Context: an optimization exercise on an open-source flow, tuned for small area, a short achievable clock period and few clock cycles per item. The choices shown serve that exercise and are no tape-out recipe.
Where RTL was checked, it was by simulation tests only, not by an equivalence proof against the original.
The RTL of runs 1 to 3 was laid out without a check of its function.
Power is estimated from default activity; no workload was simulated.

**design.v**
```verilog
module ax12_framer (
    input  wire        clk,
    input  wire        rst,
    input  wire        cmd_valid,
    output wire        cmd_ready,
    input  wire [7:0]  cmd_code,
    input  wire [7:0]  cmd_id,
    input  wire [7:0]  cmd_opc,
    input  wire [15:0] cmd_len,
    input  wire        in_valid,
    output wire        in_ready,
    input  wire [7:0]  in_data,
    output wire        out_valid,
    input  wire        out_ready,
    output wire [7:0]  out_data,
    output wire        res_valid,
    output reg  [7:0]  res_code,
    output reg  [7:0]  csum,
    output reg  [7:0]  rid,
    output reg  [7:0]  rerr,
    output reg  [7:0]  qn
);
    localparam [7:0] RC_OK = 8'h00,
                     RC_CS_SHORT = 8'h10, RC_CS_ID = 8'h11, RC_CS_LENGTH = 8'h12,
                     RC_BAD_OPCODE = 8'h30, RC_PARAM_COUNT = 8'h31,
                     RC_ID_RANGE = 8'h32, RC_PAYLOAD_LONG = 8'h33,
                     RC_FRAME_SHORT = 8'h40, RC_BAD_HEADER = 8'h41,
                     RC_BAD_LENGTH = 8'h42, RC_BAD_CHECKSUM = 8'h43,
                     RC_BAD_ID = 8'h44, RC_BAD_REPLY_ID = 8'h45,
                     RC_BAD_COMMAND = 8'h50;
    function [7:0] add8(input [7:0] a, input [7:0] b);
        reg [7:0] g, p, g1, p1, g2, p2, g3;
        integer i;
        begin
            g = a & b;
            p = a ^ b;
            for (i = 0; i < 8; i = i + 1) begin
                g1[i] = (i >= 1) ? (g[i] | (p[i] & g[i-1])) : g[i];
                p1[i] = (i >= 1) ? (p[i] & p[i-1]) : p[i];
            end
            for (i = 0; i < 8; i = i + 1) begin
                g2[i] = (i >= 2) ? (g1[i] | (p1[i] & g1[i-2])) : g1[i];
                p2[i] = (i >= 2) ? (p1[i] & p1[i-2]) : p1[i];
            end
            for (i = 0; i < 8; i = i + 1)
                g3[i] = (i >= 4) ? (g2[i] | (p2[i] & g2[i-4])) : g2[i];
            add8 = p ^ {g3[6:0], 1'b0};
        end
    endfunction
    reg        st_idle, st_hdr, st_data, st_cs, st_res;
    wire       st_chk = !(st_idle || st_hdr || st_data || st_cs || st_res);
    reg        c_chk, c_fb, c_bld, c_dec, c_pst;    
    reg [15:0] cnt;           
    reg        f_q;           
    reg [2:0]  pos;           
    reg [7:0]  acc;           
    reg [7:0]  ta;            
    reg [7:0]  tb;            
    reg        f_short;       
    reg        f_a;           
    reg        f_b;           
    reg [7:0]  obuf;
    reg        ovalid;
    reg [7:0]  sbuf;          
    reg        svalid;
    reg [7:0]  rc;            
    wire       hi0      = (cmd_len[15:8] == 8'd0);
    wire [7:0] lo       = cmd_len[7:0];
    wire       lo_hi0   = (lo[7:3] == 5'd0);                
    wire       len_zero = hi0 && lo_hi0 && (lo[2:0] == 3'd0);
    wire       len_two  = hi0 && lo_hi0 && (lo[2:0] == 3'd2);
    wire       lo_ge2   = !(lo_hi0 && lo[2:1] == 2'd0);
    wire       lo_ge4   = !(lo_hi0 && !lo[2]);
    wire       lo_le253 = (lo[7:1] != 7'h7F);
    wire       id_ff    = (cmd_id == 8'hFF);
    reg        opc_known, pc_ok;
    always @(*) begin
        opc_known = 1'b1;
        pc_ok = 1'b0;
        case (cmd_opc)
            8'h01, 8'h05, 8'h06: pc_ok = len_zero;
            8'h02:               pc_ok = len_two;
            8'h03, 8'h04:        pc_ok = hi0 && lo_ge2 && lo_le253;
            8'h83:               pc_ok = hi0 && lo_ge4 && lo_le253;
            default:             opc_known = 1'b0;
        endcase
    end
    wire is_chk_c = (cmd_code == 8'h01);
    wire is_enc_c = (cmd_code == 8'h02);
    wire is_dec_c = (cmd_code == 8'h03);
    wire is_bld_c = (cmd_code == 8'h04);
    wire is_pst_c = (cmd_code == 8'h05);
    wire fb_ok   = !id_ff && ((is_enc_c && hi0 && lo != 8'hFF && !len_zero) ||
                              (is_bld_c && opc_known && pc_ok));
    wire sdp_go  = (is_chk_c || is_dec_c || is_pst_c) && !len_zero;
    wire acc_short = hi0 && lo_hi0 && (is_chk_c ? (lo[2:0] < 3'd3) : (lo[2:0] < 3'd6));
    wire start     = st_idle && cmd_valid;
    wire r_hi0 = (cnt[15:8] == 8'd0);
    reg  r_opc_known;
    always @(*) begin
        case (tb)
            8'h01, 8'h02, 8'h03, 8'h04, 8'h05, 8'h06, 8'h83: r_opc_known = 1'b1;
            default: r_opc_known = 1'b0;
        endcase
    end
    reg [7:0] chk_rc;
    always @(*) begin
        if (c_chk)                        chk_rc = RC_CS_SHORT;
        else if (c_dec || c_pst)          chk_rc = RC_FRAME_SHORT;
        else if (c_bld) begin
            if (!r_opc_known)             chk_rc = RC_BAD_OPCODE;
            else if (ta == 8'hFF)         chk_rc = RC_ID_RANGE;
            else                          chk_rc = RC_PARAM_COUNT;
        end else if (c_fb) begin
            if (ta == 8'hFF)              chk_rc = RC_ID_RANGE;
            else if (!r_hi0 || cnt[7:0] == 8'hFF) chk_rc = RC_PAYLOAD_LONG;
            else                          chk_rc = RC_CS_SHORT;
        end else                          chk_rc = RC_BAD_COMMAND;
    end
    wire        ofree   = !ovalid || out_ready;      
    wire        take    = st_data && !svalid && in_valid;
    wire        last_in = (cnt[7:0] == 8'd1) && (f_q || cnt[15:8] == 8'd0);
    wire [15:0] cnt_m1  = cnt - 16'd1;
    wire [7:0] flen = cnt[7:0] + (c_bld ? 8'd2 : 8'd1);
    reg  [7:0] hdr_byte;
    always @(*) begin
        case (pos)
            3'd1:    hdr_byte = 8'hFF;
            3'd2:    hdr_byte = ta;
            3'd3:    hdr_byte = sbuf;      
            default: hdr_byte = tb;
        endcase
    end
    wire hdr_last = c_bld ? (pos == 3'd4) : (pos == 3'd3);
    wire [7:0] hdr_add = (pos[2] ? tb : sbuf) & {8{pos[2] || (pos[1] && pos[0])}};
    wire [7:0] nb      = st_data ? in_data : hdr_add;
    wire [7:0] acc_sum = add8(acc, nb);
    wire fwd = c_fb || (((c_dec && pos >= 3'd4) || (c_pst && pos >= 3'd5)) && !last_in);
    wire len_ok = (cnt == {8'd0, sbuf});
    wire chk_ok = (in_data == ~acc);
    reg [7:0] pre_rc, good_rc;
    reg       pre_bad;
    always @(*) begin
        pre_bad = 1'b1;
        if (f_short)             pre_rc = c_chk ? RC_CS_SHORT : RC_FRAME_SHORT;
        else if (f_a)            pre_rc = c_chk ? RC_CS_ID : RC_BAD_HEADER;
        else if (f_b)            pre_rc = c_chk ? RC_CS_LENGTH : RC_BAD_LENGTH;
        else if (!c_chk && ta == 8'hFF) pre_rc = RC_BAD_ID;
        else begin
            pre_rc  = RC_OK;
            pre_bad = 1'b0;
        end
        if (c_dec)               good_rc = RC_OK;
        else if (ta == 8'hFE)    good_rc = RC_BAD_REPLY_ID;
        else if (tb[6])          good_rc = 8'h26;
        else if (tb[5])          good_rc = 8'h25;
        else if (tb[4])          good_rc = 8'h24;
        else if (tb[3])          good_rc = 8'h23;
        else if (tb[2])          good_rc = 8'h22;
        else if (tb[1])          good_rc = 8'h21;
        else if (tb[0])          good_rc = 8'h20;
        else                     good_rc = RC_OK;
    end
    wire       frame_pre = !pre_bad && !c_chk && (c_dec || ta != 8'hFE);
    wire [7:0] fin_rc    = (pre_bad || c_chk) ? pre_rc : (chk_ok ? good_rc : RC_BAD_CHECKSUM);
    wire       fin_frame = frame_pre && chk_ok;
    always @(*) res_code = {1'b0, rc[6:4], 1'b0, rc[2:0]};
    assign cmd_ready = st_idle;
    assign in_ready  = st_data && !svalid;
    assign out_valid = ovalid;
    assign out_data  = obuf;
    assign res_valid = st_res && !ovalid && !svalid;
    always @(posedge clk) begin
        if (rst) begin
            st_idle  <= 1'b1;
            st_hdr   <= 1'b0;
            st_data  <= 1'b0;
            st_cs    <= 1'b0;
            st_res   <= 1'b0;
            ovalid   <= 1'b0;
            svalid   <= 1'b0;
            rc <= 8'd0;
            csum     <= 8'd0;
            rid      <= 8'd0;
            rerr     <= 8'd0;
            qn       <= 8'd0;
        end else begin
            if (ofree) begin
                if (svalid) begin
                    obuf   <= sbuf;
                    ovalid <= 1'b1;
                    svalid <= 1'b0;
                end else if (take && fwd) begin
                    obuf   <= in_data;
                    ovalid <= 1'b1;
                end else if (st_hdr) begin
                    obuf   <= hdr_byte;
                    ovalid <= 1'b1;
                end else if (st_cs) begin
                    obuf   <= ~acc;
                    ovalid <= 1'b1;
                end else if (start) begin
                    obuf   <= 8'hFF;
                    ovalid <= fb_ok;
                end else begin
                    ovalid <= 1'b0;
                end
            end else if (take && fwd) begin
                sbuf   <= in_data;
                svalid <= 1'b1;
            end
            if (take && c_fb == 1'b0 && pos == 3'd3)
                sbuf <= in_data;
            if (st_hdr && pos == 3'd1)
                sbuf <= flen;
            if (start) begin
                c_chk   <= is_chk_c;
                c_fb    <= is_enc_c || is_bld_c;
                c_bld   <= is_bld_c;
                c_dec   <= is_dec_c;
                c_pst   <= is_pst_c;
                cnt     <= cmd_len;
                f_q     <= 1'b0;
                ta      <= cmd_id;
                tb      <= cmd_opc;
                acc     <= (is_enc_c || is_bld_c) ? cmd_id : {6'd0, !is_chk_c, 1'b0};
                f_short <= acc_short;
                rc <= RC_OK;
                st_idle <= 1'b0;
                st_hdr  <= fb_ok;
                st_data <= sdp_go;
                pos     <= (is_enc_c || is_bld_c) ? 3'd1 : 3'd0;
            end
            if (st_chk) begin
                rc <= chk_rc;
                    st_res   <= 1'b1;
            end
            if (st_hdr && ofree) begin
                acc <= acc_sum;
                pos <= pos + 3'd1;
                if (hdr_last) begin
                    st_hdr <= 1'b0;
                    if (cnt == 16'd0) st_cs   <= 1'b1;
                    else              st_data <= 1'b1;
                end
            end
            if (take) begin
                acc <= acc_sum;
                cnt <= cnt_m1;
                if (pos != 3'd7)
                    pos <= pos + 3'd1;
                case (pos)
                    3'd0: f_a <= c_chk ? (in_data == 8'hFF) : (in_data != 8'hFF);
                    3'd1: begin
                        if (c_chk) f_b <= (cnt != {8'd0, in_data});
                        else       f_a <= f_a || (in_data != 8'hFF);
                    end
                    3'd2: ta <= in_data;
                    3'd4: begin
                        if (c_dec || c_pst) begin
                            tb  <= in_data;
                            f_b <= !len_ok;
                            if (len_ok) begin
                                f_q       <= 1'b1;
                                cnt[15:8] <= sbuf - (c_pst ? 8'd2 : 8'd1);
                            end
                        end
                    end
                    default: ;
                endcase
                if (last_in) begin
                    st_data <= 1'b0;
                    if (c_fb) begin
                        st_cs <= 1'b1;
                    end else begin
                        st_res   <= 1'b1;
                        rc <= fin_rc;
                        if (c_chk && !pre_bad) csum <= ~acc_sum;
                        if (fin_frame) begin
                            rid <= ta;
                            qn  <= cnt[15:8];
                        end
                        if (fin_frame && c_pst) rerr <= tb;
                    end
                end
            end
            if (st_cs && ofree && !svalid) begin
                csum   <= ~acc;
                st_cs  <= 1'b0;
                st_res <= 1'b1;
            end
            if (st_res && !ovalid && !svalid) begin
                st_res  <= 1'b0;
                st_idle <= 1'b1;
            end
        end
    end
endmodule
```
**flow/run.sh**
```bash
#!/bin/bash
# Standard layout, with plain buffers (rather than delay buffers) on the ports.
set -euo pipefail
export BUFFER_PORTS_ARGS="-buffer_cell sky130_fd_sc_hd__buf_2"
bash standard.sh > standard.log 2>&1
```
**standard.sh**
```bash
#!/bin/bash
# synth_recipe.tcl (not shown) runs the flow's synth.tcl, then flattens the netlist and writes it again
# the make line also repeats each setting of config.mk as NAME=value (left out here)
make -C /OpenROAD-flow-scripts/flow DESIGN_CONFIG=/design/flow/config.mk WORK_HOME=/design/flow/orfs CLKGATE_MAP_FILE= SYNTH_SCRIPT=/design/flow/synth_recipe.tcl "${@:-finish}"
```
**config.mk**
```make
export PLATFORM = sky130hd
export DESIGN_NAME = ax12_framer
export DESIGN_NICKNAME = ax12_framer
export VERILOG_FILES = /design/flow/design.v
export SDC_FILE = /design/flow/constraint.sdc
export NUM_CORES = 4
export LEC_CHECK = 0
export ABC_AREA = 1
export CAP_MARGIN = 20
export CORE_MARGIN = 2
export CORE_UTILIZATION = 40
export SETUP_SLACK_MARGIN = 5.0
export SLEW_MARGIN = 20
```
**constraint.sdc**
```tcl
create_clock -name core_clock -period 8.0 [get_ports {clk}]
set_input_delay 1.6000 -clock core_clock [delete_from_list [all_inputs] [get_ports {clk}]]
set_output_delay 1.6000 -clock core_clock [all_outputs]
set_load 0.01 [all_outputs]
```
==> results.yml, run 1 <==
logic_synthesis:
  synth.yosys.seq_area_share_pct: 37.09
  yosysTopAreaCell: "edfxtp_1"
  synth.mux.area_fraction_pct: 0
  synth_cell_types: 50
  postSynth.topFlopCell: "edfxtp_1"
  cells_taking_the_most_area_after_synthesis: "edfxtp_1 (26%), nand2_1 (12%), dfxtp_1 (11%)"
  syn_inst: 1126
  synth.top_cells.by_count: "nand2_1 (252), inv_1 (141), nor2_1 (137)"
  postSynth.asyncResetShare_pct: 0
  number_of_synthesized_flops_with_an_enable_pin: 68
  synth_area_per_cell_sq_um: 7.047
  synth-compound-area-share_pct: 15.45
  synth_seq_cells: 113
  synth.top_cell.area_share_pct: 25.73
  area_share_of_fa_ha_maj_cells_after_synthesis_pct: 4.226
  synth_xor_area_share_pct: 3.532
  post_synth_instance_area_sq_um: 7935
  synth_warnings: 1
  yosys.area_share.simple_pct: 29.68
  synth_most_common_cell: "nand2_1"
  synth_top_family_by_area: "simple AND/OR/NAND/NOR gates"
setup_path:
  critical_path.max_stage_delay_ns: 0.31
  crit_slowest_cell: "ha_1"
  cp.required_ns: 8.36
  timing.critical_path.cells: "buf_2, inv_4, o22ai_1, ha_1, a21oi_1, nand2_1, xnor2_1, nand2_1, o21ai_1, nand2_1, a21oi_2"
  path_class: "primary input to flip-flop"
  worst_ep_arrival_time_ns: 3.33
  worstPathMaxFanout: 7
  critical_path.endpoint_type: "flip-flop"
  critical_path.most_common_cell: "nand2_1"
  start_kind: "primary input"
floorplanning:
  row_count: 51
  pin_count: 105
  fp.dieArea_sq_um: 20980
  die_h_um: 144.8
  dieWidth_um: 144.8
  starting_utilization_of_the_core_area_pct: 40.77
  design.core.area_sq_um: 19460
routing:
  num_vias: 8074
  wl_per_cell_um: 18.22
  first_iter_violations: 666
  drt.antenna.violating_nets: 0
  detail_route.drc_violations: 0
  via_count_normalized_by_instance_count: 5.361
  firstDrtPassIters: 5
  postRouteWirelength_mm: 27.44
timing:
  timing.final.setup_violations: 0
  rsz_0062_raised_after_global_routing: "true"
  setup_tns_ns: 0
  hold_ws_ns: 0.4597
  timing.final.hold_violations: 0
  min_period_over_period_pct: 37.07
  worstMarginPinSlew_ns: 0.9132
  slew_headroom_pct: 39.12
  final-max-slew-violation-count: 0
  achievable-frequency_mhz: 337.2
  layout_min_cycle_time_ns: 2.966
  finClkSkew_ns: 0.01159
final_layout:
  drive_gt1_share_pct: 18.21
  insertedDiodeCount: 0
  area_delta_synth_final_pct: 20.14
  finish.net_count: 1307
  nFillCells: 1993
power_and_ir_drop:
  power.density_cell_area_nw_per_um2: 174.4
  max-vdd-ir-drop_mv: 0.1560
  static-leakage-power_nw: 4.238
  report.power.total_w: 0.001663
min_path:
  hold_class: "flip-flop to flip-flop"
global_routing:
  grt_overflow_total: 0
  global_route_wire_length_before_repair_mm: 40.93
  global_route.usage.total_pct: 26.35
  grt_start_max_net_pins: 52
  number_of_antenna_violations_at_the_first_check_in_global_routing: 0
  first_global_vias: 7286
clocking:
  cts_max_level: 4
  cts_tree: "built"
  cts.path.max_buffers: 2
  clockRootBuffer: "clkbuf_16"
  clk_transition_reported_paths_ns: 0.06
  number_of_cts_inserted_buffers: 17
  cts_hold_repair.buffers: 0
  number_of_clock_sinks_seen_by_cts: 113
  worst_skew_pair.late_latency_ns: 0.43
place:
  post-dp-hpwl_mm: 20.47
  port-buffer-count: 102
  gp_routability_congestion: 0.9649
run:
  max_cap_violations: 0
outcome:
  run_status: "complete, no violations"
[final timing paths]
check | start | endpoint | slack (ns) | cells after the start
worst max-delay path | in_data[3] | csum[4]$_SDFFE_PP0P_ | 5.03 | 11
worst min-delay path | csum[1]$_SDFFE_PP0P_ | csum[1]$_SDFFE_PP0P_ | 0.46 | 2
worst max register to register | pos[0]$_DFFE_PN_ | csum[4]$_SDFFE_PP0P_ | 5.21 | 17
worst min register to register | csum[1]$_SDFFE_PP0P_ | csum[1]$_SDFFE_PP0P_ | 0.46 | 2
[sequential cells by signal, indices dropped and copies added (netlist names), 3 cells and up]
| signal | cells |
|---|---|
| rid | 8 |
| qn | 8 |
| rerr | 8 |
| pos | 3 |
| cnt | 16 |
| acc | 8 |
| sbuf | 8 |
| rc | 6 |
| obuf | 8 |
| tb | 8 |
| csum | 8 |
| ta | 8 |
[cell type report]
type	instances	area, sq um	share of cell area, %
repair buffers	118	644.4	6.759
multi-input cells	822	4382	45.96
clock inverters	7	68.82	0.7219
inverters	157	628.1	6.589
well taps	265	331.6	3.478
clock buffers	24	534.3	5.604
flip-flops and latches	113	2944	30.88
[cells by family after synthesis]
logic type                 Yosys count
DFF                                113
and+or+nand+nor                    535
adders and majority gates           25
AOI/OAI and AO/OA                  227
other                                1
buffers and inverters              193
xor gates and xnor gates            32
[routing by layer]
metal / routed length (um) / vias up / global-route usage [%] / share of wire (%)
met1: 12000 / 3679 / 36.70 / 44
met4: 937 / 0 / 11.65 / 3.4
met5: 0 / - / 0 / 0
li1: - / 3935 / - / -
met2: 11990 / 393 / 39.82 / 44
met3: 2512 / 67 / 4.903 / 9.2
[through the flow]
| step | setup slack [ns] | cells | utilization, % | instance area (sq um) |
|---|---|---|---|---|
| after detailed placement | 4.017 | 1460 | 44.42 | 8645 |
| after CTS | 4.871 | 1496 | 48.02 | 9346 |
| after global routing | 4.936 | 1506 | 48.98 | 9533 |
| after global placement | 4.036 | 1460 | 44.42 | 8645 |
| final | 5.034 | 1506 | 48.98 | 9533 |
| after floorplan | 4.953 | 1127 | - | 7989 |
[power by group]
group          internal, W  switching, W  leakage (nW)
registers         0.000638     0.0000302         0.993
logic            0.0000789      0.000142          2.94
clock network     0.000495      0.000278         0.303
[critical path: cells and delay by family]
kind / cells / cell delay (ns)
fa+ha+maj: 1 / 0.31
compound gates: 4 / 0.68
buf+inv: 2 / 0.25
xor+xnor: 1 / 0.23
simple gates: 3 / 0.25
[cells in the final DEF (no fill, tap or decap), drive strengths merged]
master / n
a211oi: 8
nor2: 151
conb: 2
dfxtp: 45
nor4b: 1
a21oi: 63
nand3: 73
bufinv: 1
xnor2: 8
nand2: 261
a31oi: 5
clkbuf: 24
xor2: 24
o31ai: 3
o21ai: 124
inv: 155
o211ai: 2
nand4: 19
ha: 22
or2: 4
a22oi: 4
o22ai: 14
nor3: 21
clkinv: 6
edfxtp: 68
fa: 3
buf: 118
nor4: 6
o21bai: 1
o211a: 1
o21a: 2
clkinvlp: 2
[what timing repair did]
| action | 4_1_cts | 5_1_grt |
|---|---|---|
| buffers inserted | 5 | 9 |
| endpoints found under the setup margin | 97 | 62 |
| cloned | 0 | 1 |
| gates resized for setup | 15 | 21 |
| pin swaps | 2 | 6 |
==> run 2, diff against run 1 <==
--- a/design.v
+++ b/design.v
@@ -120,7 +120,11 @@
     wire        ofree   = !ovalid || out_ready;      
     wire        take    = st_data && !svalid && in_valid;
     wire        last_in = (cnt[7:0] == 8'd1) && (f_q || cnt[15:8] == 8'd0);
-    wire [15:0] cnt_m1  = cnt - 16'd1;
+    reg  [15:0] cnt_m1;
+    integer     k;
+    always @(*)
+        for (k = 0; k < 16; k = k + 1)
+            cnt_m1[k] = cnt[k] ^ ((cnt & ((16'd1 << k) - 16'd1)) == 16'd0);
     wire [7:0] flen = cnt[7:0] + (c_bld ? 8'd2 : 8'd1);
     reg  [7:0] hdr_byte;
     always @(*) begin
@@ -132,9 +136,8 @@
         endcase
     end
     wire hdr_last = c_bld ? (pos == 3'd4) : (pos == 3'd3);
-    wire [7:0] hdr_add = (pos[2] ? tb : sbuf) & {8{pos[2] || (pos[1] && pos[0])}};
-    wire [7:0] nb      = st_data ? in_data : hdr_add;
-    wire [7:0] acc_sum = add8(acc, nb);
+    wire [7:0] acc_sum = add8(acc, in_data);     
+    wire [7:0] acc_hdr = add8(acc, hdr_byte);    
     wire fwd = c_fb || (((c_dec && pos >= 3'd4) || (c_pst && pos >= 3'd5)) && !last_in);
     wire len_ok = (cnt == {8'd0, sbuf});
     wire chk_ok = (in_data == ~acc);
@@ -223,7 +226,7 @@
                 f_q     <= 1'b0;
                 ta      <= cmd_id;
                 tb      <= cmd_opc;
-                acc     <= (is_enc_c || is_bld_c) ? cmd_id : {6'd0, !is_chk_c, 1'b0};
+                acc     <= (is_enc_c || is_bld_c) ? 8'h01 : is_chk_c ? 8'h00 : 8'h02;
                 f_short <= acc_short;
                 rc <= RC_OK;
                 st_idle <= 1'b0;
@@ -236,7 +239,7 @@
                     st_res   <= 1'b1;
             end
             if (st_hdr && ofree) begin
-                acc <= acc_sum;
+                acc <= acc_hdr;
                 pos <= pos + 3'd1;
                 if (hdr_last) begin
                     st_hdr <= 1'b0;
==> results.yml, run 2 <==
outcome:
  run_status: "complete, no violations"
timing:
  finClkSkew_ns: 0.005252
  timing.final.setup_violations: 0
  timing.final.hold_violations: 0
  layout_min_cycle_time_ns: 2.911
  achievable-frequency_mhz: 343.5
  worstMarginPinSlew_ns: 0.9849
  slew_headroom_pct: 34.03
  timing.final.ws_setup_ns: 5.089
  setup_tns_ns: 0
  final-max-slew-violation-count: 0
  rsz_0062_raised_after_global_routing: "true"
  min_period_over_period_pct: 36.39
clocking:
  cts_max_level: 4
  worst_skew_pair.late_latency_ns: 0.43
  cts_hold_repair.buffers: 0
  clockRootBuffer: "clkbuf_16"
  clk_transition_reported_paths_ns: 0.06
  cts_tree: "built"
  number_of_cts_inserted_buffers: 17
  number_of_clock_sinks_seen_by_cts: 113
  cts.path.max_buffers: 2
floorplanning:
  die_h_um: 144.7
  pin_count: 105
  starting_utilization_of_the_core_area_pct: 40.69
  fp.dieArea_sq_um: 20940
  design.core.area_sq_um: 19460
  dieWidth_um: 144.7
  row_count: 51
logic_synthesis:
  cells_taking_the_most_area_after_synthesis: "edfxtp_1 (26%), nand2_1 (14%), dfxtp_1 (11%)"
  yosysTopAreaCell: "edfxtp_1"
  synth.top_cell.area_share_pct: 25.78
  syn_inst: 1112
  synth.top_cells.by_count: "nand2_1 (290), nor2_1 (147), inv_1 (112)"
  post_synth_instance_area_sq_um: 7920
  postSynth.asyncResetShare_pct: 0
  synth_most_common_cell: "nand2_1"
  synth_cell_types: 49
  synth_seq_cells: 113
  postSynth.topFlopCell: "edfxtp_1"
  synth_warnings: 1
  synth.yosys.seq_area_share_pct: 37.16
  number_of_synthesized_flops_with_an_enable_pin: 68
  synth_area_per_cell_sq_um: 7.122
routing:
  num_vias: 7883
  wl_per_cell_um: 17.27
  via_count_normalized_by_instance_count: 5.280
  first_iter_violations: 817
  postRouteWirelength_mm: 25.79
  drt.antenna.violating_nets: 0
  detail_route.drc_violations: 0
  firstDrtPassIters: 5
power_and_ir_drop:
  static-leakage-power_nw: 4.290
  max-vdd-ir-drop_mv: 0.1254
  power.density_cell_area_nw_per_um2: 181.0
  report.power.total_w: 0.001736
final_layout:
  layout_commonest_cell: "nand2_1"
  finalNonFillerCells: 1493
  largest_reg_flops: 16
  drive_gt1_share_pct: 18.16
  finish.net_count: 1302
  insertedDiodeCount: 0
  regMostFlops: "cnt"
  area_delta_synth_final_pct: 21.14
  layout.cells.most_common_list: "nand2_1 (284), nor2_1 (144), inv_1 (110), buf_2 (102), nand3_1 (83)"
  nFillCells: 1920
global_routing:
  grtUsageMet1_pct: 35.95
  global_route.usage.total_pct: 25.10
  grt_start_max_net_pins: 52
  global_route_wire_length_before_repair_mm: 38.99
  grt_overflow_total: 0
  groute.layer.met3.usage_pct: 3.850
  number_of_antenna_violations_at_the_first_check_in_global_routing: 0
  groute.layer.met2.usage_pct: 38.29
  first_global_vias: 7065
  grt.busiest_layer: "met2"
place:
  gp_routability_congestion: 0.9729
  placedCellCount: 1448
  port-buffer-count: 102
  post-dp-hpwl_mm: 19.74
  post-place-ws_ns: 3.996
setup_path:
  critical_path.endpoint_type: "flip-flop"
  path_class: "primary input to flip-flop"
  worst_ep_arrival_time_ns: 3.23
  cp.required_ns: 8.32
  worstPathMaxFanout: 8
  start_kind: "primary input"
run:
  max_cap_violations: 0
min_path:
  hold_class: "flip-flop to flip-flop"
[run 2: per-stage QoR]
step | util [%] | hold slack, ns | instance area, sq um
CTS | 48.22 | 0.4645 | 9385
detailed placement | 44.52 | 0.4556 | 8665
finish | 49.30 | 0.4632 | 9594
global route | 49.30 | 0.4846 | 9594
floorplan | - | 0.4537 | 8004
global placement | 44.52 | 0.4525 | 8665
[run 2: per-layer routing]
metal  up-vias  wire [um]
li1       3891          -
met1      3583      11790
met2       369      11250
met3        40       2022
met4         0        727
met5         -          0
[run 2: logic make-up after synthesis]
kind of cell	Yosys count	synth area share [%]
AOI/OAI and AO/OA	184	12.76
and+or+nand+nor	591	32.73
DFF	113	37.16
adders and majority gates	34	5.750
buffers and inverters	161	8.452
xor gates and xnor gates	28	3.096
other	1	0.04735
[run 2: worst max-delay path, stage by stage]
cell and delay [ns]:
buf_2 0.15, ha_4 0.29, inv_1 0.06, nor3_2 0.17, nand3_2 0.18, inv_4 0.11, nand3_4 0.10, nor2_8 0.21
buf_12 0.14, nand3_1 0.07, nand2_1 0.09, nor2_1 0.04
[run 2: final timing paths]
kind | start | end | slack (ns) | depth (start not counted)
worst max-delay path | in_data[5] | rerr[3]$_SDFFE_PP0P_ | 5.09 | 12
worst min-delay path | csum[3]$_SDFFE_PP0P_ | csum[3]$_SDFFE_PP0P_ | 0.46 | 2
worst max register to register | pos[0]$_DFFE_PN_ | acc[6]$_DFFE_PP_ | 5.14 | 15
worst min register to register | csum[3]$_SDFFE_PP0P_ | csum[3]$_SDFFE_PP0P_ | 0.46 | 2
[run 2: cell type report]
cell class,instances,area (sq um),area share [%]
multi-input combinational,840,4552,47.44
sequential,113,2943,30.67
timing repair buffer,116,661.9,6.899
clock inverter,11,120.1,1.252
tap,265,331.6,3.456
inverter,127,483.0,5.034
clock buffer,21,503.0,5.243
[run 2: timing repair]
item	in CTS	in global routing
gates resized for setup	11	26
gates cloned	1	1
buffers inserted	3	8
endpoints found under the setup margin	81	56
pin swaps	2	8
[run 2: power breakdown]
part	internal (W)	switching, W
combinational	0.0000954	0.000168
sequential	0.000640	0.0000267
clock	0.000512	0.000293
total	0.00125	0.000488
==> run 3, diff against run 2 <==
==> flow/run.sh (replaced) <==
#!/bin/bash
# Standard layout, with plain buffers (rather than delay buffers) on the ports.
set -euo pipefail
export BUFFER_PORTS_ARGS="-buffer_cell sky130_fd_sc_hd__buf_1"
bash standard.sh > standard.log 2>&1
--- a/config.mk
+++ b/config.mk
@@ -8,6 +8,7 @@
 export ABC_AREA = 1
 export CAP_MARGIN = 20
 export CORE_MARGIN = 2
-export CORE_UTILIZATION = 40
+export CORE_UTILIZATION = 60
+export CTS_BUF_LIST = sky130_fd_sc_hd__clkbuf_8
 export SETUP_SLACK_MARGIN = 5.0
 export SLEW_MARGIN = 20
==> results.yml, run 3 <==
clocking:
  worst_skew_pair.late_latency_ns: 0.46
  cts_max_level: 4
  cts.path.max_buffers: 2
  number_of_cts_inserted_buffers: 17
  number_of_clock_sinks_seen_by_cts: 113
  clockRootBuffer: "clkbuf_8"
  clk_transition_reported_paths_ns: 0.07
  cts_hold_repair.buffers: 0
  cts_tree: "built"
global_routing:
  first_global_vias: 7183
  number_of_antenna_violations_at_the_first_check_in_global_routing: 0
  grt_overflow_total: 0
  global_route.usage.total_pct: 34.62
  grt_start_max_net_pins: 49
  global_route_wire_length_before_repair_mm: 37.53
min_path:
  hold_class: "flip-flop to flip-flop"
  worst_hold_path.endpoint: "csum[5]$_SDFFE_PP0P_"
  timing.hold.worst_path_depth: 2
  worstHoldStart: "csum[5]$_SDFFE_PP0P_"
floorplanning:
  row_count: 41
  dieWidth_um: 118.9
  starting_utilization_of_the_core_area_pct: 62.00
  pin_count: 105
  design.core.area_sq_um: 12770
  die_h_um: 118.9
  fp.dieArea_sq_um: 14130
logic_synthesis:
  synth_area_per_cell_sq_um: 7.122
  synth_cell_types: 49
  synth_xor_area_share_pct: 3.096
  yosys.area_share.simple_pct: 32.73
  number_of_synthesized_flops_with_an_enable_pin: 68
  postSynth.asyncResetShare_pct: 0
  synth_top_family_by_area: "simple AND/OR/NAND/NOR gates"
  yosysTopAreaCell: "edfxtp_1"
  synth_most_common_cell: "nand2_1"
  synth.top_cells.by_count: "nand2_1 (290), nor2_1 (147), inv_1 (112)"
  cells_taking_the_most_area_after_synthesis: "edfxtp_1 (26%), nand2_1 (14%), dfxtp_1 (11%)"
  synth.yosys.seq_area_share_pct: 37.16
  postSynth.topFlopCell: "edfxtp_1"
  synth_warnings: 1
  post_synth_instance_area_sq_um: 7920
  syn_inst: 1112
  synth_seq_cells: 113
  area_share_of_fa_ha_maj_cells_after_synthesis_pct: 5.750
  synth-compound-area-share_pct: 12.76
  synth.mux.area_fraction_pct: 0
  synth.top_cell.area_share_pct: 25.78
setup_path:
  path_class: "flip-flop to output pin"
  cpLargestDelayFamily: "flip-flops"
  critical_path.n_buffers_inverters: 1
  cp.required_ns: 6.40
  timing.reg2reg.setup_slack_ns: 5.06
  depth_of_the_most_critical_reg_to_reg_path: 16
  worst_ep_arrival_time_ns: 1.34
  worstPathMaxFanout: 5
  critical_path.endpoint_type: "output pin"
  r2r-end: "acc[6]$_DFFE_PP_"
  start_kind: "flip-flop"
  worst_r2r_startpoint: "pos[0]$_DFFE_PN_"
  crit_slowest_cell: "dfxtp_1"
  critical_path.max_stage_delay_ns: 0.40
  timing.critical_path.cells: "nor3_1, buf_1"
timing:
  timing.final.setup_violations: 0
  setup_tns_ns: 0
  achievable-frequency_mhz: 340.0
  rsz_0062_raised_after_global_routing: "true"
  timing.final.hold_violations: 0
  worstMarginPinSlew_ns: 0.9704
  slew_headroom_pct: 35.07
  layout_min_cycle_time_ns: 2.941
  timing.final.ws_setup_ns: 5.059
  finClkSkew_ns: 0.01154
  min_period_over_period_pct: 36.76
  final-max-slew-violation-count: 0
routing:
  first_iter_violations: 891
  detail_route.drc_violations: 0
  wl_per_cell_um: 17.22
  drt.antenna.violating_nets: 0
  firstDrtPassIters: 9
  postRouteWirelength_mm: 24.22
  num_vias: 8030
  via_count_normalized_by_instance_count: 5.711
outcome:
  run_status: "complete, no violations"
final_layout:
  layout.cells.most_common_list: "nand2_1 (285), nor2_1 (145), inv_1 (112), buf_1 (100), nand3_1 (83)"
  largest_reg_flops: 16
  insertedDiodeCount: 0
  regArea_sq_um: 2943
  finalCoreUtilization_pct: 71.95
  area_delta_synth_final_pct: 16.03
  multi_input_comb_area_sq_um: 4507
  drive_gt1_share_pct: 9.806
  nFillCells: 1070
  layout_commonest_cell: "nand2_1"
  regMostFlops: "cnt"
  final_cell_area_sq_um: 9190
  finish.net_count: 1308
place:
  post-dp-hpwl_mm: 18.01
  gp_routability_congestion: 1.057
  placement.cell_area_sq_um: 8428
  port-buffer-count: 102
  post-place-ws_ns: 4.039
power_and_ir_drop:
  power.density_cell_area_nw_per_um2: 168.1
  static-leakage-power_nw: 3.909
  report.power.total_w: 0.001545
  max-vdd-ir-drop_mv: 0.1025
run:
  max_cap_violations: 0
==> run 3: changes by cell type in the layout (fill, tap and decap cells not counted), sizes merged <==
cell / before / now
clkinv: 7 / 4
clkinvlp: 0 / 1
bufinv: 2 / 4
buf: 115 / 120
inv: 129 / 130
==> run 3: through the flow <==
stage          instances  hold slack (ns)
5_1_grt             1406           0.4910
3_5_place_dp        1356           0.4558
3_3_place_gp        1356           0.4534
2_1_floorplan       1113           0.4537
6_report            1406           0.4651
4_1_cts             1392           0.4666
==> run 3: cell type report <==
| type | instances | share of cell area, % |
|---|---|---|
| well taps | 172 | 2.342 |
| clock buffers | 20 | 2.995 |
| repair buffers | 122 | 6.372 |
| inverters | 127 | 5.323 |
| flip-flops and latches | 113 | 32.02 |
| multi-input cells | 840 | 49.04 |
| clock inverters | 12 | 1.906 |
==> run 3: what timing repair did <==
| action | in CTS | in global routing |
|---|---|---|
| cloned | 1 | 0 |
| setup buffers | 3 | 14 |
| setup endpoints to repair | 66 | 51 |
| pin swaps | 1 | 9 |
| resized for setup | 9 | 22 |
==> run 3: power breakdown <==
| part | total, W | leakage (nW) | internal, W | switching, W |
|---|---|---|---|---|
| Clock | 0.000621 | 0.235 | 0.000366 | 0.000255 |
| Combinational | 0.000254 | 2.69 | 0.0000909 | 0.000163 |
| Sequential | 0.000669 | 0.988 | 0.000640 | 0.0000297 |
| Total | 0.00154 | 3.91 | 0.00110 | 0.000448 |
==> run 3: cell families (layout without fill, tap and decap cells) <==
group / after synthesis / in the layout
AND/OR/NAND/NOR: 591 / 592
AO/OA/AOI/OAI: 184 / 184
buffers and inverters: 161 / 281
flip-flops: 113 / 113
adder cells (fa/ha/maj): 34 / 34
XOR/XNOR: 28 / 28
other: 1 / 2
==> run 3: worst max path at each step <==
stage                             start                  end  slack (ns)  depth (start not counted)
finish              svalid$_SDFFE_PP0P_            res_valid        5.06                          2
global route           pos[0]$_DFFE_PN_     acc[6]$_DFFE_PP_        4.86                         16
CTS                    pos[0]$_DFFE_PN_     acc[6]$_DFFE_PP_        5.03                         15
detailed placement             in_valid    sbuf[5]$_DFFE_PP_        4.04                          7
global placement               in_valid    sbuf[0]$_DFFE_PP_        4.08                          7
floorplan                    in_data[2]  rid[6]$_SDFFE_PP0P_        5.01                         12
==> run 3: worst reg2reg max path, stage by stage, from the launching register on <==
cell and delay (ns):
edfxtp_1 0.43, buf_4 0.16, ha_1 0.19, inv_1 0.11, nor2_4 0.08, buf_4 0.15
nor2_1 0.12, nand2_2 0.11, ha_2 0.20, fa_1 0.42, nand3_1 0.09, nand3_1 0.09
nand2_1 0.10, nand2_1 0.07, a21oi_2 0.13, xor2_1 0.15, o21ai_0 0.09
==> run 3: metal layers <==
metal	GRT usage, %	vias up	part of all wire, %
li1	-	3890	-
met2	51.90	472	44
met4	14.06	0	3.6
met5	0	-	0
met1	47.79	3597	42
met3	8.860	71	11
==> run 4, diff against run 3 <==
--- a/design.v
+++ b/design.v
@@ -120,11 +120,7 @@
     wire        ofree   = !ovalid || out_ready;      
     wire        take    = st_data && !svalid && in_valid;
     wire        last_in = (cnt[7:0] == 8'd1) && (f_q || cnt[15:8] == 8'd0);
-    reg  [15:0] cnt_m1;
-    integer     k;
-    always @(*)
-        for (k = 0; k < 16; k = k + 1)
-            cnt_m1[k] = cnt[k] ^ ((cnt & ((16'd1 << k) - 16'd1)) == 16'd0);
+    wire [15:0] cnt_m1  = cnt - 16'd1;
     wire [7:0] flen = cnt[7:0] + (c_bld ? 8'd2 : 8'd1);
     reg  [7:0] hdr_byte;
     always @(*) begin
@@ -136,8 +132,8 @@
         endcase
     end
     wire hdr_last = c_bld ? (pos == 3'd4) : (pos == 3'd3);
-    wire [7:0] acc_sum = add8(acc, in_data);     
-    wire [7:0] acc_hdr = add8(acc, hdr_byte);    
+    wire [7:0] nb      = st_data ? in_data : hdr_byte;
+    wire [7:0] acc_sum = add8(acc, nb);
     wire fwd = c_fb || (((c_dec && pos >= 3'd4) || (c_pst && pos >= 3'd5)) && !last_in);
     wire len_ok = (cnt == {8'd0, sbuf});
     wire chk_ok = (in_data == ~acc);
@@ -239,7 +235,7 @@
                     st_res   <= 1'b1;
             end
             if (st_hdr && ofree) begin
-                acc <= acc_hdr;
+                acc <= acc_sum;
                 pos <= pos + 3'd1;
                 if (hdr_last) begin
                     st_hdr <= 1'b0;
==> flow/run.sh (replaced) <==
#!/bin/bash
# Standard layout, with plain buffers (rather than delay buffers) on the ports and a
# setup repair margin of 5.2 ns against the 8 ns clock.
set -euo pipefail
export BUFFER_PORTS_ARGS="-buffer_cell sky130_fd_sc_hd__buf_1"
bash standard.sh SETUP_SLACK_MARGIN=5.2 finish > standard.log 2>&1
--- a/config.mk
+++ b/config.mk
@@ -10,5 +10,4 @@
 export CORE_MARGIN = 2
 export CORE_UTILIZATION = 60
 export CTS_BUF_LIST = sky130_fd_sc_hd__clkbuf_8
-export SETUP_SLACK_MARGIN = 5.0
 export SLEW_MARGIN = 20
==> results.yml, run 4 <==
setup_path:
  critical_path.endpoint_type: "output pin"
  path_class: "flip-flop to output pin"
  start_kind: "flip-flop"
  worst_ep_arrival_time_ns: 1.19
  worstPathMaxFanout: 2
  cp.required_ns: 6.40
min_path:
  hold_class: "flip-flop to flip-flop"
global_routing:
  first_global_vias: 7530
  global_route.usage.total_pct: 35.43
  global_route_wire_length_before_repair_mm: 38.60
  grt_overflow_total: 0
  grt_start_max_net_pins: 50
  number_of_antenna_violations_at_the_first_check_in_global_routing: 0
final_layout:
  finish.net_count: 1292
  largest_reg_flops: 16
  multi_input_comb_area_sq_um: 4467
  regMostFlops: "cnt"
  final_cell_area_sq_um: 9185
  layout_commonest_cell: "nand2_1"
  regArea_sq_um: 2952
  area_delta_synth_final_pct: 17.06
  drive_gt1_share_pct: 13.52
  nFillCells: 1087
  finalCoreUtilization_pct: 72.49
  insertedDiodeCount: 0
  layout.cells.most_common_list: "nand2_1 (275), nor2_1 (129), inv_1 (113), buf_1 (92), nand3_1 (73)"
clocking:
  clockRootBuffer: "clkbuf_8"
  number_of_cts_inserted_buffers: 17
  cts_max_level: 4
  cts_hold_repair.buffers: 0
  number_of_clock_sinks_seen_by_cts: 113
  worst_skew_pair.late_latency_ns: 0.46
  cts_tree: "built"
  clk_transition_reported_paths_ns: 0.08
  cts.path.max_buffers: 2
power_and_ir_drop:
  power.density_cell_area_nw_per_um2: 161.5
  max-vdd-ir-drop_mv: 0.1447
  static-leakage-power_nw: 3.766
logic_synthesis:
  synth_warnings: 1
  postSynth.asyncResetShare_pct: 0
  synth.yosys.seq_area_share_pct: 37.51
  postSynth.topFlopCell: "edfxtp_1"
  cells_taking_the_most_area_after_synthesis: "edfxtp_1 (26%), nand2_1 (13%), dfxtp_1 (11%)"
  synth.top_cells.by_count: "nand2_1 (278), nor2_1 (134), inv_1 (120)"
  yosysTopAreaCell: "edfxtp_1"
  synth_most_common_cell: "nand2_1"
  synth.top_cell.area_share_pct: 26.02
  synth_area_per_cell_sq_um: 7.120
  post_synth_instance_area_sq_um: 7846
  synth_cell_types: 51
  number_of_synthesized_flops_with_an_enable_pin: 68
  syn_inst: 1102
  synth_seq_cells: 113
timing:
  timing.final.setup_violations: 0
  achievable-frequency_mhz: 359.0
  timing.final.ws_setup_ns: 5.214
  slew_headroom_pct: 60.25
  final-max-slew-violation-count: 0
  worstMarginPinSlew_ns: 0.5955
  setup_tns_ns: 0
  finClkSkew_ns: 0.01393
  timing.final.hold_violations: 0
  min_period_over_period_pct: 34.82
  rsz_0062_raised_after_global_routing: "true"
  layout_min_cycle_time_ns: 2.786
routing:
  detail_route.drc_violations: 0
  wl_per_cell_um: 17.70
  first_iter_violations: 993
  firstDrtPassIters: 19
  drt.antenna.violating_nets: 0
  num_vias: 8194
  via_count_normalized_by_instance_count: 5.853
  postRouteWirelength_mm: 24.79
place:
  port-buffer-count: 102
  gp_routability_congestion: 0.9930
  post-dp-hpwl_mm: 18.08
  post-place-ws_ns: 4.385
  placement.cell_area_sq_um: 8290
floorplanning:
  row_count: 41
  pin_count: 105
  design.core.area_sq_um: 12670
  starting_utilization_of_the_core_area_pct: 61.92
  die_h_um: 118.4
  fp.dieArea_sq_um: 14010
  dieWidth_um: 118.4
outcome:
  run_status: "complete, no violations"
run:
  max_cap_violations: 0
-- run 4: logic make-up (layout without fill, tap and decap cells) --
family	Yosys count	count (layout)	synth area share, %
AO/OA/AOI/OAI	192	192	13.52
XOR/XNOR	35	35	3.907
adder cells (fa/ha/maj)	24	24	4.114
buffers and inverters	169	294	9.217
flip-flops	113	113	37.51
other	1	2	0.04779
AND/OR/NAND/NOR	568	568	31.69
-- run 4: timing repair --
| item | CTS | global route |
|---|---|---|
| endpoints found under the setup margin | 76 | 87 |
| resized for setup | 34 | 51 |
| endpoints found under the hold margin | 0 | 0 |
| cloned | 1 | 0 |
| pin swaps | 4 | 9 |
| buffers inserted | 10 | 15 |
-- run 4: path summary, 6_finish.rpt --
path                   startpoint                   end  slack [ns]  cells past startpoint
min          csum[6]$_SDFFE_PP0P_  csum[6]$_SDFFE_PP0P_        0.47                      2
max reg2reg      pos[1]$_DFFE_PN_  csum[4]$_SDFFE_PP0P_        5.24                     16
min reg2reg  csum[6]$_SDFFE_PP0P_  csum[6]$_SDFFE_PP0P_        0.47                      2
max             st_res$_SDFF_PP0_             res_valid        5.21                      3
-- run 4: stage by stage --
step                      std cells  power [W]  hold WS [ns]
after floorplan                1103  0.0008088        0.4822
after global placement         1342  0.0008737        0.4531
after detailed placement       1342  0.0008753        0.4577
after CTS                      1385   0.001451        0.4690
after global routing           1400   0.001530        0.4973
final                          1400   0.001483        0.4687
-- run 4: where the power goes --
part / total [W] / switching (W) / internal (W)
combinational: 0.000244 / 0.000156 / 0.0000875
clock: 0.000578 / 0.000263 / 0.000315
sequential: 0.000661 / 0.0000246 / 0.000637
total: 0.00148 / 0.000444 / 0.00104
-- run 4: layout make-up --
cell class	count	share of cell area, %
Timing Repair Buffer	130	6.797
Clock inverter	14	1.744
Multi-Input combinational cell	821	48.63
Tap cell	172	2.343
Timing Repair inverter	1	0.08173
Inverter	131	5.571
Sequential cell	113	32.13
Clock buffer	18	2.697
-- run 4: layer usage --
| metal | share of wire, % | wire length (um) | GRT usage, % |
|---|---|---|---|
| met5 | 0 | 0 | 0 |
| met4 | 4.1 | 1019 | 14.16 |
| met3 | 12 | 2956 | 10.18 |
| met2 | 44 | 10990 | 55.74 |
| met1 | 40 | 9817 | 45.96 |
-- run 4: critical path: stages, from the launching register on --
cell and delay (ns):
dfxtp_2 0.34, inv_2 0.05, nor3_4 0.19, buf_2 0.15
Testbench counts of run 4, summed over its fixed seeds: cycles 25,748, commands 2,400.
==> run 5, diff against run 4 <==
==> flow/run.sh (replaced) <==
#!/bin/bash
# Standard layout, with plain buffers (rather than delay buffers) on the ports and a
# setup repair margin of 5.5 ns against the 8 ns clock (the repair aims at a 2.5 ns period).
set -euo pipefail
export BUFFER_PORTS_ARGS="-buffer_cell sky130_fd_sc_hd__buf_2"
bash standard.sh SETUP_SLACK_MARGIN=5.5 finish > standard.log 2>&1
--- a/config.mk
+++ b/config.mk
@@ -8,6 +8,5 @@
 export ABC_AREA = 1
 export CAP_MARGIN = 20
 export CORE_MARGIN = 2
-export CORE_UTILIZATION = 60
-export CTS_BUF_LIST = sky130_fd_sc_hd__clkbuf_8
+export CORE_UTILIZATION = 40
 export SLEW_MARGIN = 20
==> results.yml, run 5 <==
setup_path:
  r2r-end: "csum[6]$_SDFFE_PP0P_"
  cp-startpoint: "st_res$_SDFF_PP0_"
  depth_of_the_most_critical_reg_to_reg_path: 17
  cp.required_ns: 6.40
  crit_end: "res_valid"
  path_class: "flip-flop to output pin"
  timing.reg2reg.setup_slack_ns: 5.24
  start_kind: "flip-flop"
  worstPathMaxFanout: 2
  worst_r2r_startpoint: "pos[0]$_DFFE_PN_"
  critical_path.endpoint_type: "output pin"
  worst_ep_arrival_time_ns: 1.17
timing:
  timing.final.hold_violations: 0
  rsz_0062_raised_after_global_routing: "true"
  setup_tns_ns: 0
  min_period_over_period_pct: 34.61
  timing.final.setup_violations: 0
  layout_min_cycle_time_ns: 2.769
  worstMarginPinSlew_ns: 0.5804
  final-max-slew-violation-count: 0
  finClkSkew_ns: 0.01011
  slew_headroom_pct: 61.27
  achievable-frequency_mhz: 361.2
logic_synthesis:
  synth.top_cell.area_share_pct: 26.02
  synth_area_per_cell_sq_um: 7.120
  number_of_synthesized_flops_with_an_enable_pin: 68
  synth_cell_types: 51
  synth.top_cells.by_count: "nand2_1 (278), nor2_1 (134), inv_1 (120)"
  postSynth.topFlopCell: "edfxtp_1"
  synth_warnings: 1
  yosysTopAreaCell: "edfxtp_1"
  synth.yosys.seq_area_share_pct: 37.51
  syn_inst: 1102
  postSynth.asyncResetShare_pct: 0
  cells_taking_the_most_area_after_synthesis: "edfxtp_1 (26%), nand2_1 (13%), dfxtp_1 (11%)"
  synth_seq_cells: 113
  post_synth_instance_area_sq_um: 7846
  synth_most_common_cell: "nand2_1"
routing:
  num_vias: 8368
  via_count_normalized_by_instance_count: 5.480
  first_iter_violations: 803
  firstDrtPassIters: 5
  postRouteWirelength_mm: 28.47
  drt.antenna.violating_nets: 0
  wl_per_cell_um: 18.65
  detail_route.drc_violations: 0
global_routing:
  global_route.usage.total_pct: 27.29
  grt_overflow_total: 0
  first_global_vias: 7655
  grt_start_max_net_pins: 32
  global_route_wire_length_before_repair_mm: 42.21
  number_of_antenna_violations_at_the_first_check_in_global_routing: 0
clocking:
  cts_hold_repair.buffers: 0
  number_of_cts_inserted_buffers: 17
  cts_tree: "built"
  worst_skew_pair.late_latency_ns: 0.43
  cts.path.max_buffers: 2
  clk_transition_reported_paths_ns: 0.05
  cts_max_level: 4
  number_of_clock_sinks_seen_by_cts: 113
  clockRootBuffer: "clkbuf_16"
place:
  gp_routability_congestion: 0.9839
  port-buffer-count: 102
  post-dp-hpwl_mm: 20.10
  placedCellCount: 1433
final_layout:
  regMostFlops: "cnt"
  finish.net_count: 1326
  nFillCells: 1895
  area_delta_synth_final_pct: 34.52
  finalCoreUtilization_pct: 54.59
  largest_reg_flops: 16
  insertedDiodeCount: 0
  layout.cells.most_common_list: "nand2_1 (264), nor2_1 (109), inv_1 (101), buf_2 (81)"
  drive_gt1_share_pct: 31.06
  finalNonFillerCells: 1527
  layout_commonest_cell: "nand2_1"
outcome:
  run_status: "complete, no violations"
power_and_ir_drop:
  static-leakage-power_nw: 4.514
  max-vdd-ir-drop_mv: 0.1405
  power.density_cell_area_nw_per_um2: 165.5
floorplanning:
  dieWidth_um: 144.1
  row_count: 51
  design.core.area_sq_um: 19330
  pin_count: 105
  starting_utilization_of_the_core_area_pct: 40.58
  fp.dieArea_sq_um: 20750
  die_h_um: 144.1
min_path:
  hold_class: "flip-flop to flip-flop"
run:
  max_cap_violations: 0
run 5: changes by cell type in the layout (fill, tap and decap cells not counted), sizes merged:
cell / delta
inv: -5
bufinv: -1
buf: +33
nand2: +4
clkinvlp: +2
bufbuf: +1
nand3: +1
clkinv: -1
run 5: layout make-up:
cell class                      instances  area, sq um  area share (%)
Timing Repair Buffer                  158         1195           11.32
Sequential cell                       113         2997           28.39
Tap cell                              265        331.6           3.141
Timing Repair inverter                  2        23.77          0.2252
Clock inverter                          8        97.59          0.9246
Clock buffer                           24        513.0           4.860
Inverter                              131        551.8           5.228
Multi-Input combinational cell        826         4846           45.91
run 5: cell families (layout without fill, tap and decap cells):
kind of cell / Yosys count / count (layout) / share of synthesized area, %
other: 1 / 2 / 0.04779
AND/OR/NAND/NOR: 568 / 573 / 31.69
adder cells (fa/ha/maj): 24 / 24 / 4.114
XOR/XNOR: 35 / 35 / 3.907
AO/OA/AOI/OAI: 192 / 192 / 13.52
flip-flops: 113 / 113 / 37.51
buffers and inverters: 169 / 323 / 9.217
run 5: how the worst min path moves through the flow:
stage | start | cells past startpoint | endpoint | slack, ns
after CTS | qn[0]$_SDFFE_PP0P_ | 2 | qn[0]$_SDFFE_PP0P_ | 0.47
after floorplan | ta[4]$_DFFE_PN_ | 2 | rid[4]$_SDFFE_PP0P_ | 0.48
after global placement | csum[0]$_SDFFE_PP0P_ | 2 | csum[0]$_SDFFE_PP0P_ | 0.46
after global routing | rid[5]$_SDFFE_PP0P_ | 2 | rid[5]$_SDFFE_PP0P_ | 0.48
final | qn[3]$_SDFFE_PP0P_ | 2 | qn[3]$_SDFFE_PP0P_ | 0.46
after detailed placement | rid[6]$_SDFFE_PP0P_ | 2 | rid[6]$_SDFFE_PP0P_ | 0.47
run 5: repair_timing:
action                                  CTS  global route
resized for setup                       116           104
buffers inserted                         38            16
cloned                                    6             2
pin swaps                                50            44
endpoints found under the setup margin  135           145
run 5: critical path, stage by stage, from the launching register on:
cell     delay, ns
dfxtp_2       0.33
inv_2         0.05
nor3_4        0.20
buf_2         0.17
run 5: power breakdown:
part	switching (W)	internal (W)
Sequential	0.0000268	0.000638
Combinational	0.000172	0.000113
Clock	0.000288	0.000509
Total	0.000487	0.00126
run 5: stage by stage:
step / hold WS [ns] / setup WS [ns] / power (W) / instance area (sq um)
floorplan: 0.4819 / 5.038 / 0.0008152 / 8055
global placement: 0.4554 / 4.611 / 0.0008882 / 8618
detailed placement: 0.4671 / 4.681 / 0.0008879 / 8618
CTS: 0.4746 / 5.280 / 0.001712 / 10080
global route: 0.4828 / 5.104 / 0.001790 / 10560
finish: 0.4595 / 5.232 / 0.001746 / 10560
run 5: per-layer routing:
metal  global-route usage (%)  wire [um]  up-vias
li1                         -          -     3967
met5                        0          0        -
met3                    5.132       2275       63
met1                    36.20      11970     3933
met4                    10.94        926        0
met2                    44.01      13310      405

[separate check: timing with driven ports]
Ports are ideal in the flow. The routed layouts listed here were re-timed in OpenROAD. Step 1 assumes that a clkbuf_16 drives the clock port and a buf_2 every other input. Step 2 moves the port delays by t, midway between the first and last clock arrival at a register: inputs arrive t later, outputs are due t later. That takes back most of the time a late clock gives input paths. a / b / c = ideal ports / drivers / drivers and shift; a / b = the first two.
| run | shift t [ns] | setup WS [ns] | hold WS [ns] | slew at the worst register clock pin (ns) | cell pins on the clock port's net |
|---|---|---|---|---|---|
| run 1 | 0.466 | 5.034 / 5.003 / 4.592 | 0.460 / 0.460 / 0.460 | 0.06 / 0.06 | 1 |
| run 2 | 0.470 | 5.089 / 5.110 / 4.643 | 0.463 / 0.463 / 0.463 | 0.06 / 0.06 | 1 |
| run 3 | 0.488 | 5.059 / 5.021 / 4.607 | 0.465 / 0.465 / 0.465 | 0.08 / 0.08 | 1 |
| run 4 | 0.495 | 5.214 / 5.172 / 4.746 | 0.469 / 0.469 / 0.469 | 0.08 / 0.08 | 1 |
| run 5 | 0.470 | 5.232 / 5.186 / 4.787 | 0.460 / 0.460 / 0.460 | 0.06 / 0.06 | 1 |
After both steps setup and hold are still met in every run listed. The setup slack of run 4, which loses most, moves by -0.042 ns with the drivers and by -0.468 ns with both steps.
